From an optimization exercise on the open Yosys and OpenROAD flow, aimed at a short achievable clock period and few clock cycles per item; shortcuts taken in it are not production practice. Function was checked by simulation only, so behaviour that the tests miss may differ from the original. Power and IR drop assume default switching activity.

===== run.sh =====
#!/bin/bash
# synth_recipe.tcl (not shown) runs the flow's synth.tcl, then flattens the netlist and writes it again
# the make line also repeats each setting of config.mk as NAME=value (left out here)
make -C /OpenROAD-flow-scripts/flow DESIGN_CONFIG=/design/flow/config.mk WORK_HOME=/design/flow/orfs CLKGATE_MAP_FILE= SYNTH_SCRIPT=/design/flow/synth_recipe.tcl finish

===== config.mk =====
export PLATFORM = sky130hd
export DESIGN_NAME = wav12_expander
export DESIGN_NICKNAME = wav12_expander
export VERILOG_FILES = /design/flow/design.v
export SDC_FILE = /design/flow/constraint.sdc
export NUM_CORES = 4
export LEC_CHECK = 0
export CAP_MARGIN = 20
export CORE_MARGIN = 2
export CORE_UTILIZATION = 40
export PLACE_DENSITY = 0.6
export SLEW_MARGIN = 20

===== constraint.sdc =====
create_clock -name core_clock -period 10.0 [get_ports {clk}]
set_input_delay 2.0000 -clock core_clock [delete_from_list [all_inputs] [get_ports {clk}]]
set_output_delay 2.0000 -clock core_clock [all_outputs]
set_load 0.01 [all_outputs]

===== design.v =====
module wav12_expander (
    input  wire        clk,
    input  wire        rst,
    input  wire        start,
    input  wire        cfg_fmt,
    input  wire [3:0]  cfg_shift,
    input  wire [15:0] cfg_nsamples,
    input  wire [16:0] cfg_vol,
    output wire        idle,
    output wire        done,
    output wire [1:0]  status,
    input  wire        in_valid,
    input  wire [7:0]  in_data,
    input  wire        in_last,
    output wire        in_ready,
    output wire        out_valid,
    input  wire        out_ready,
    output wire [15:0] out_sample,
    output wire [31:0] out_scaled
);
    localparam [1:0] ST_OK        = 2'd0;
    localparam [1:0] ST_EXHAUSTED = 2'd1;
    localparam [1:0] ST_RANGE     = 2'd2;
    localparam integer AW  = 40;     
    localparam integer QD  = 8;      
    localparam integer CAP = QD + 1;
    reg        busy;
    reg        idle_r;
    reg        done_r;
    reg [1:0]  status_r;
    reg        fmt;
    reg [3:0]  shift;         
    reg [16:0] vol;
    reg [31:0] vs;            
    reg [31:0] nvs;           
    reg [19:0] rmask;         
    reg        dec_go;        
    reg [15:0] rem;           
    reg        rem_is1;
    reg        last_in;       
    reg        exh_f;
    reg        rng_f;
    wire start_take = start & idle_r;
    reg [AW-1:0] acc;
    reg [AW:1]   T;           
    reg          in_ready_r;
    wire [AW+1:0] Tx = {1'b0, T, 1'b1};      
    wire [AW:0]   OH;                        
    genvar gj;
    generate
        for (gj = 0; gj <= AW; gj = gj + 1) begin : g_oh
            assign OH[gj] = Tx[gj] & ~Tx[gj+1];
        end
    endgenerate
    reg [19:0] Unext;
    integer i, j, k;
    always @(*) begin
        Unext = 20'd0;
        for (i = 0; i < 20; i = i + 1)
            for (j = 1; j <= AW; j = j + 1)
                if (j - 1 - i >= 0)
                    Unext[19-i] = Unext[19-i] | (OH[j] & acc[j-1-i]);
    end
    wire [3:0] code = Unext[19:16];
    reg [20:6] L;
    always @(*) begin
        L = 15'd0;
        if (!fmt)
            L[16] = 1'b1;
        else if (code == 4'd15)
            L[20] = 1'b1;
        else
            for (k = 0; k < 15; k = k + 1)
                if (code == k) L[k+6] = 1'b1;
    end
    reg have;
    reg [AW:1] Tc;
    always @(*) begin
        have = 1'b0;
        for (k = 6; k <= 20; k = k + 1)
            have = have | (L[k] & Tx[k]);
        for (j = 1; j <= AW; j = j + 1) begin
            Tc[j] = 1'b0;
            for (k = 6; k <= 20; k = k + 1)
                if (j + k <= AW)
                    Tc[j] = Tc[j] | (L[k] & Tx[j+k]);
        end
    end
    reg        credit_ok;
    wire       issue = busy & dec_go & credit_ok & have;
    wire       exh_now = busy & dec_go & ~have & last_in;
    wire       take = in_valid & in_ready_r;
    wire [AW:1] Ti = issue ? Tc : T;
    wire [AW:1] Tn = take ? {Ti[AW-8:1], 8'hff} : Ti;
    reg        vU;
    reg [19:0] U;
    wire [3:0]  cU   = U[19:16];
    wire        escU = ~fmt | (cU == 4'd15);
    wire [15:0] rawU = fmt ? U[15:0] : {U[11:4], U[19:12]};
    wire [14:0] mU   = U[14:0] >> (4'd14 - cU);
    wire        gU   = U[15];
    reg         vM;
    reg         escM;
    reg  [15:0] rawM;
    reg  [16:0] mmM;        
    reg         cinM;
    reg  [19:0] p1;         
    reg  [15:0] p2;
    reg  [19:0] E;          
    reg         vP;
    wire signed [19:0] p1s  = {{4{p1[15]}}, p1[15:0]};
    wire signed [19:0] p2s  = {{4{p2[15]}}, p2};
    wire signed [19:0] mms  = {{3{mmM[16]}}, mmM};
    wire signed [19:0] sumP = p1s + (p1s <<< 1) + $signed(E) + mms + {19'd0, cinM};
    wire signed [19:0] xP   = escM ? {{4{rawM[15]}}, rawM} : sumP;
    wire signed [19:0] Enx  = p2s - p1s - (p1s <<< 1);
    wire [19:0] rdiff = p1 ^ {20{p1[19]}};
    wire        in_range = ~|(rdiff & rmask);
    wire        kill = vP & ~in_range;
    wire [15:0] yR_n = p1[15:0] << shift;
    wire [31:0] pv1 = vs;
    wire [31:0] pv2 = {vs[30:0], 1'b0};
    wire [31:0] nv1 = nvs;
    wire [31:0] nv2 = {nvs[30:0], 1'b0};
    reg [31:0] brow [0:7];
    reg [2:0]  bd;
    reg [31:0] bsel;
    always @(*) begin
        for (i = 0; i < 8; i = i + 1) begin
            bd = {p1[2*i+1], p1[2*i], (i == 0) ? 1'b0 : p1[2*i-1]};
            case (bd)
                3'b001, 3'b010: bsel = pv1;
                3'b011:         bsel = pv2;
                3'b100:         bsel = nv2;
                3'b101, 3'b110: bsel = nv1;
                default:        bsel = 32'd0;
            endcase
            brow[i] = bsel << (2 * i);
        end
    end
    function [63:0] csa;
        input [31:0] a, b, c;
        reg [31:0] s, cy;
        begin
            s  = a ^ b ^ c;
            cy = (a & b) | (a & c) | (b & c);
            csa = {cy[30:0], 1'b0, s};
        end
    endfunction
    wire [63:0] c1a = csa(brow[0], brow[1], brow[2]);
    wire [63:0] c1b = csa(brow[3], brow[4], brow[5]);
    wire [63:0] c2a = csa(c1a[31:0], c1a[63:32], c1b[31:0]);
    wire [63:0] c2b = csa(c1b[63:32], brow[6], brow[7]);
    wire [63:0] c3a = csa(c2a[31:0], c2a[63:32], c2b[31:0]);
    wire [63:0] c4a = csa(c3a[31:0], c3a[63:32], c2b[63:32]);
    reg         vR;
    reg  [15:0] yR;
    reg  [31:0] sR, cR;
    reg         vS;
    reg  [15:0] yS;
    reg  [31:0] zS;
    reg         ov;
    reg  [15:0] oy;
    reg  [31:0] oz;
    reg  [47:0] q [0:QD-1];
    reg  [2:0]  qw, qr;
    reg  [3:0]  qn;
    reg  [3:0]  occ;
    wire pop    = ov & out_ready;
    wire oload  = pop | ~ov;
    wire qempty = (qn == 4'd0);
    wire [47:0] qhead = q[qr];
    wire q_push = vS & ~(oload & qempty);
    wire q_pop  = oload & ~qempty;
    wire pipe_empty = ~vU & ~vM & ~vP & ~vR & ~vS & qempty;
    wire fin = busy & ~dec_go & pipe_empty & (~ov | pop) & last_in & ~done_r;
    wire [3:0] occ_i = occ + {3'd0, issue};
    wire [3:0] occ_n = occ_i - {3'd0, pop};
    always @(posedge clk) begin
        if (take) acc <= {acc[AW-9:0], in_data};
        U <= Unext;
        escM <= escU;
        rawM <= rawU;
        mmM  <= gU ? {2'b00, mU} : ~{2'b00, mU};
        cinM <= ~gU;
        if (vM) begin
            p1 <= xP;
            p2 <= p1[15:0];
            E  <= Enx;
        end
        yR <= yR_n;
        sR <= c4a[31:0];
        cR <= c4a[63:32];
        yS <= yR;
        zS <= sR + cR;
        if (oload) begin
            if (!qempty) begin
                oy <= qhead[47:32];
                oz <= qhead[31:0];
            end else begin
                oy <= yS;
                oz <= zS;
            end
        end
        if (q_push) q[qw] <= {yS, zS};
        vs  <= {15'd0, vol} << shift;
        nvs <= 32'd0 - vs;
        if (rst) begin
            busy       <= 1'b0;
            idle_r     <= 1'b1;
            done_r     <= 1'b0;
            status_r   <= ST_OK;
            dec_go     <= 1'b0;
            in_ready_r <= 1'b0;
            vU <= 1'b0; vM <= 1'b0; vP <= 1'b0; vR <= 1'b0; vS <= 1'b0;
            ov <= 1'b0;
            qw <= 3'd0; qr <= 3'd0; qn <= 4'd0;
            occ <= 4'd0;
            credit_ok <= 1'b1;
            T <= {AW{1'b0}};
            last_in <= 1'b0;
            exh_f <= 1'b0;
            rng_f <= 1'b0;
        end else begin
            T <= Tn;
            in_ready_r <= ~Tn[AW-7] | ~dec_go;
            if (take & in_last) last_in <= 1'b1;
            vU <= issue & ~kill;
            vM <= vU & ~kill;
            vP <= vM & ~kill;
            vR <= vP & ~kill;
            vS <= vR;
            if (issue) begin
                rem     <= rem - 16'd1;
                rem_is1 <= (rem == 16'd2);
                if (rem_is1) dec_go <= 1'b0;
            end
            if (exh_now) begin
                exh_f  <= 1'b1;
                dec_go <= 1'b0;
            end
            if (kill) begin
                rng_f  <= 1'b1;
                dec_go <= 1'b0;
            end
            occ       <= occ_n;
            credit_ok <= pop ? (occ_i < CAP + 1) : (occ_i < CAP);
            if (oload) ov <= ~qempty | vS;
            if (q_push) qw <= qw + 3'd1;
            if (q_pop)  qr <= qr + 3'd1;
            qn <= qn + {3'd0, q_push} - {3'd0, q_pop};
            done_r <= 1'b0;
            if (fin) begin
                busy     <= 1'b0;
                idle_r   <= 1'b1;
                done_r   <= 1'b1;
                status_r <= rng_f ? ST_RANGE : exh_f ? ST_EXHAUSTED : ST_OK;
            end
            if (start_take) begin
                busy       <= 1'b1;
                idle_r     <= 1'b0;
                fmt        <= cfg_fmt;
                shift      <= cfg_fmt ? cfg_shift : 4'd0;
                vol        <= cfg_vol;
                rem        <= cfg_nsamples;
                rem_is1    <= (cfg_nsamples == 16'd1);
                dec_go     <= (cfg_nsamples != 16'd0);
                T          <= {AW{1'b0}};
                in_ready_r <= 1'b1;
                last_in    <= 1'b0;
                exh_f      <= 1'b0;
                rng_f      <= 1'b0;
                occ        <= 4'd0;
                credit_ok  <= 1'b1;
                p1 <= 20'd0;
                p2 <= 16'd0;
                E  <= 20'd0;
            end
        end
    end
    always @(posedge clk) begin
        for (i = 0; i < 20; i = i + 1)
            rmask[i] <= fmt && (i >= 15 - shift);
    end
    assign idle       = idle_r;
    assign done       = done_r;
    assign status     = status_r;
    assign in_ready   = in_ready_r;
    assign out_valid  = ov;
    assign out_sample = oy;
    assign out_scaled = oz;
endmodule

==> results.sh <==
export IMPL_drt_pass1_iterations=13
export IMPL_status="complete, no violations"
export IMPL_grt_usage_pct=24.75
export IMPL_dpl_hpwl_microns=104700
export IMPL_rows=131
export IMPL_critPathArrivalTime_ns=6.87
export IMPL_cp_start_kind="register"
export IMPL_vias=40710
export IMPL_syn_area_sq_um=51660
export IMPL_cp_startpoint="T[13]"
export IMPL_start_util_pct=40.41
export IMPL_r2r_end="credit_ok"
export IMPL_whs_path_depth=0
export IMPL_portBuffers=105
export IMPL_crit_type="reg2reg"
export IMPL_cts_buffers=96
export IMPL_gp_congestion=0.9242
export IMPL_grt_pass1_vias=39930
export IMPL_hold_violations=0
export IMPL_io_pins=106
export IMPL_drt_wirelength_per_cell_microns=25.94
export IMPL_drive_gt1_share_pct=10.95
export IMPL_r2r_slack_ns=3.72
export IMPL_syn_num_nets=5195
export IMPL_cts_hold_buf=0
export IMPL_cts_htree_levels=3
export IMPL_synth_top_cell_area_share_pct=29.70
export IMPL_design_die_area_sq_um=132100
export IMPL_die_height_microns=363.4
export IMPL_grt_max_degree=68
export IMPL_clk_path_buf_depth=3
export IMPL_timing_final_ws_setup_ns=3.720
export IMPL_syn_instance_count=4831
export IMPL_min_path_type="reg2reg"
export IMPL_grt_pass1_wl_microns=252900
export IMPL_postPlaceCellArea_sq_um=54200
export IMPL_max_freq_mhz=159.2
export IMPL_min_from="yR[2]"
export IMPL_grt_ovfl_total=0
export IMPL_synth_area_per_cell_sq_um=10.69
export IMPL_r2r_start="T[13]"
export IMPL_cts_tree="built"
export IMPL_worstMarginPinSlew_ns=1.237
export IMPL_setup_violations=0
export IMPL_n_fill_cell=11850
export IMPL_tns_ns=0
export IMPL_required_ns=10.59
export IMPL_drt_iter0_markers=7078
export IMPL_area_growth_pct=11.50
export IMPL_ys_ff_latch=897
export IMPL_root_buffer="clkbuf_16"
export IMPL_clock_latency_ns=0.74
export IMPL_vias_per_cell=6.321
export IMPL_synthFlopType="edfxtp_1"
export IMPL_path_clk_slew_ns=0.06
export IMPL_max_cap_viol_count=0
export IMPL_power_total_mw=10.42
export IMPL_cts_sinks=897
export IMPL_final_area_sq_um=57610
export IMPL_endpoint_kind="register"
export IMPL_yosysSeqAreaShare_pct=44.66
export IMPL_die_w_microns=363.4
export IMPL_yosysMostFrequentCell="edfxtp_1"
export IMPL_period_needed_ns=6.280
export IMPL_synthTopCellsByCount="511 x edfxtp_1, 486 x nand2_1, 404 x clkbuf_1"
export IMPL_drcViolationCount=0
export IMPL_reg2reg_depth=18
export IMPL_powerDensity_nw_per_um2=180.9
export IMPL_vdd_drop_max_mv=0.1362
export IMPL_totalWireLength_microns=167100
export IMPL_synth_top_cell_by_area="edfxtp_1"
export IMPL_dp_slack_ns=3.938
export IMPL_worst_path_max_fanout=33
export IMPL_whs_ns=0.3111
export IMPL_ant_nets=0
export IMPL_leakagePower_nw=21.26
export IMPL_ys_top_cells_by_area="edfxtp_1 30%, dfxtp_1 15%, fa_1 6.5%, a22oi_1 4.4%, mux4_2 4.4%"
export IMPL_fin_nets=5057
export IMPL_yosysUniqueCellTypes=85
export IMPL_grt_antenna_before_repair=4
export IMPL_rsz0062_at_grt="no"
export IMPL_layoutNonFillerInstCount=6440
export IMPL_fin_worst_skew_ns=0.04802
export IMPL_final_util_pct=45.06
export IMPL_dpl_cell_count=6256
export IMPL_core_sq_um=127800
export IMPL_yosysWarnings=2
export IMPL_slew_headroom_pct=17.16
export IMPL_hold_end="yS[2]"
export IMPL_synthArstFlopShare_pct=0
export IMPL_postCtsResizedCells=0
export IMPL_drv_slew=0
export IMPL_synth_edff_count=511
export IMPL_post_cts_setup_buffers=0
export IMPL_fin_crit_sh_pct=62.80
-- sequential cells by signal (all words and copies together) (netlist names), 32 cells and up, named ones only --
name	cells
q	384
vs	32
acc	40
oz	32
zS	32
nvs	32
sR	32
T	40
-- routing by layer --
layer,part of all wire (%),up-vias,track usage (%)
met5,0.0066,-,0.03631
met4,4.3,2,10.64
met3,9.2,539,4.615
met2,45,2516,38.31
met1,42,19850,33.91
li1,-,17800,-
-- cell usage in the layout, fill, tap and decap left out, types with 14 or more instances in the layout --
cell             instances
edfxtp_1               511
nand2_1                485
dfxtp_1                382
a22oi_1                303
inv_1                  267
nor2_1                 250
a222oi_1               189
fa_1                   168
a21oi_1                147
ha_1                   144
mux2i_1                140
buf_4                  139
o21ai_0                134
a22o_1                 105
clkdlybuf4s50_1        105
mux4_2                 101
clkbuf_16               99
xnor2_1                 97
a221oi_1                74
nand4_1                 73
nand3_1                 64
nand3b_1                64
nor3_1                  52
and3b_1                 47
xor2_1                  45
mux2_2                  43
and3_1                  38
nor2b_1                 36
nor4_1                  33
a211oi_1                30
and2_1                  25
a2111oi_0               22
clkbuf_1                22
nor2b_2                 21
a21o_1                  17
a31oi_1                 15
o211ai_1                14
o21a_1                  14
-- cells by family after synthesis --
logic type | Yosys count | share of synthesized area, %
simple gates | 1282 | 12.24
compound gates | 1155 | 16.96
flops | 897 | 44.66
buf+inv | 756 | 5.623
fa+ha+maj | 312 | 9.997
mux | 285 | 8.074
xor+xnor | 144 | 2.441
-- worst max-delay path, stage by stage (launching register included) --
cell and delay (ns):
dfxtp_1 0.82, nor2b_1 0.89, a221o_1 0.36, or4_1 0.32, nor3_4 0.07, buf_4 0.23, inv_2 0.48, o41ai_4 0.13
buf_4 0.27, a221oi_1 0.39, nand4_2 0.46, nand2_4 0.27, inv_4 0.20, ha_1 0.27, ha_1 0.19, xor2_1 0.24
nor2_1 0.09, o21a_1 0.10, or3_1 0.30
-- power by group --
| group | total [mW] | internal, mW | switching (mW) |
|---|---|---|---|
| combinational | 2.09 | 0.941 | 1.14 |
| sequential | 4.58 | 4.23 | 0.351 |
| clock | 3.75 | 2.19 | 1.56 |
| total | 10.4 | 7.36 | 3.06 |
-- cell type report --
type	instances	area [sq um]	area share [%]
timing repair buffer	245	2106	3.656
inverter	275	1035	1.796
clock buffer	133	2725	4.731
clock inverter	49	649.4	1.127
multi-input combinational	3178	25920	45.00
sequential	897	23080	40.07
tap	1662	2079	3.610
antenna	1	2.502	0.004344
-- how the worst max path moves through the flow --
stage	endpoint	slack (ns)	cells after the start
2_1_floorplan	q[0][0]	2.36	6
3_3_place_gp	credit_ok	4.08	18
3_5_place_dp	credit_ok	3.94	17
4_1_cts	credit_ok	3.89	17
5_1_grt	credit_ok	3.28	17
6_report	credit_ok	3.72	18
Testbench counts, summed over its fixed seeds: cycles 79,402, samples 56,206.

==> static timing again, ports no longer ideal <==
How much do the figures lean on ideal ports? The routed layout below was timed once more, with nothing changed but the port constraints.
Step 1 sets driving cells, clkbuf_16 on the clock port and buf_2 on the other inputs (assumed; they add their load-dependent delay and slew).
Step 2 adds t to the input delays and takes it off the output delays; t is the mean of the earliest and latest rising clock arrival at the registers after step 1. Input paths then give back, and output paths get back, about the clock's delay inside the block.
Slacks: no drivers / after step 1 / after step 2; pairs: no drivers / after step 1.
t, ns: 0.796
setup slack, ns: 3.720 / 3.720 / 3.720
hold slack, ns: 0.311 / 0.311 / 0.311
worst setup path at the end: register to register
After both steps this run still meets setup and hold. For this run, drivers alone change the setup slack by 0.000 ns; drivers and shift together by 0.000 ns.
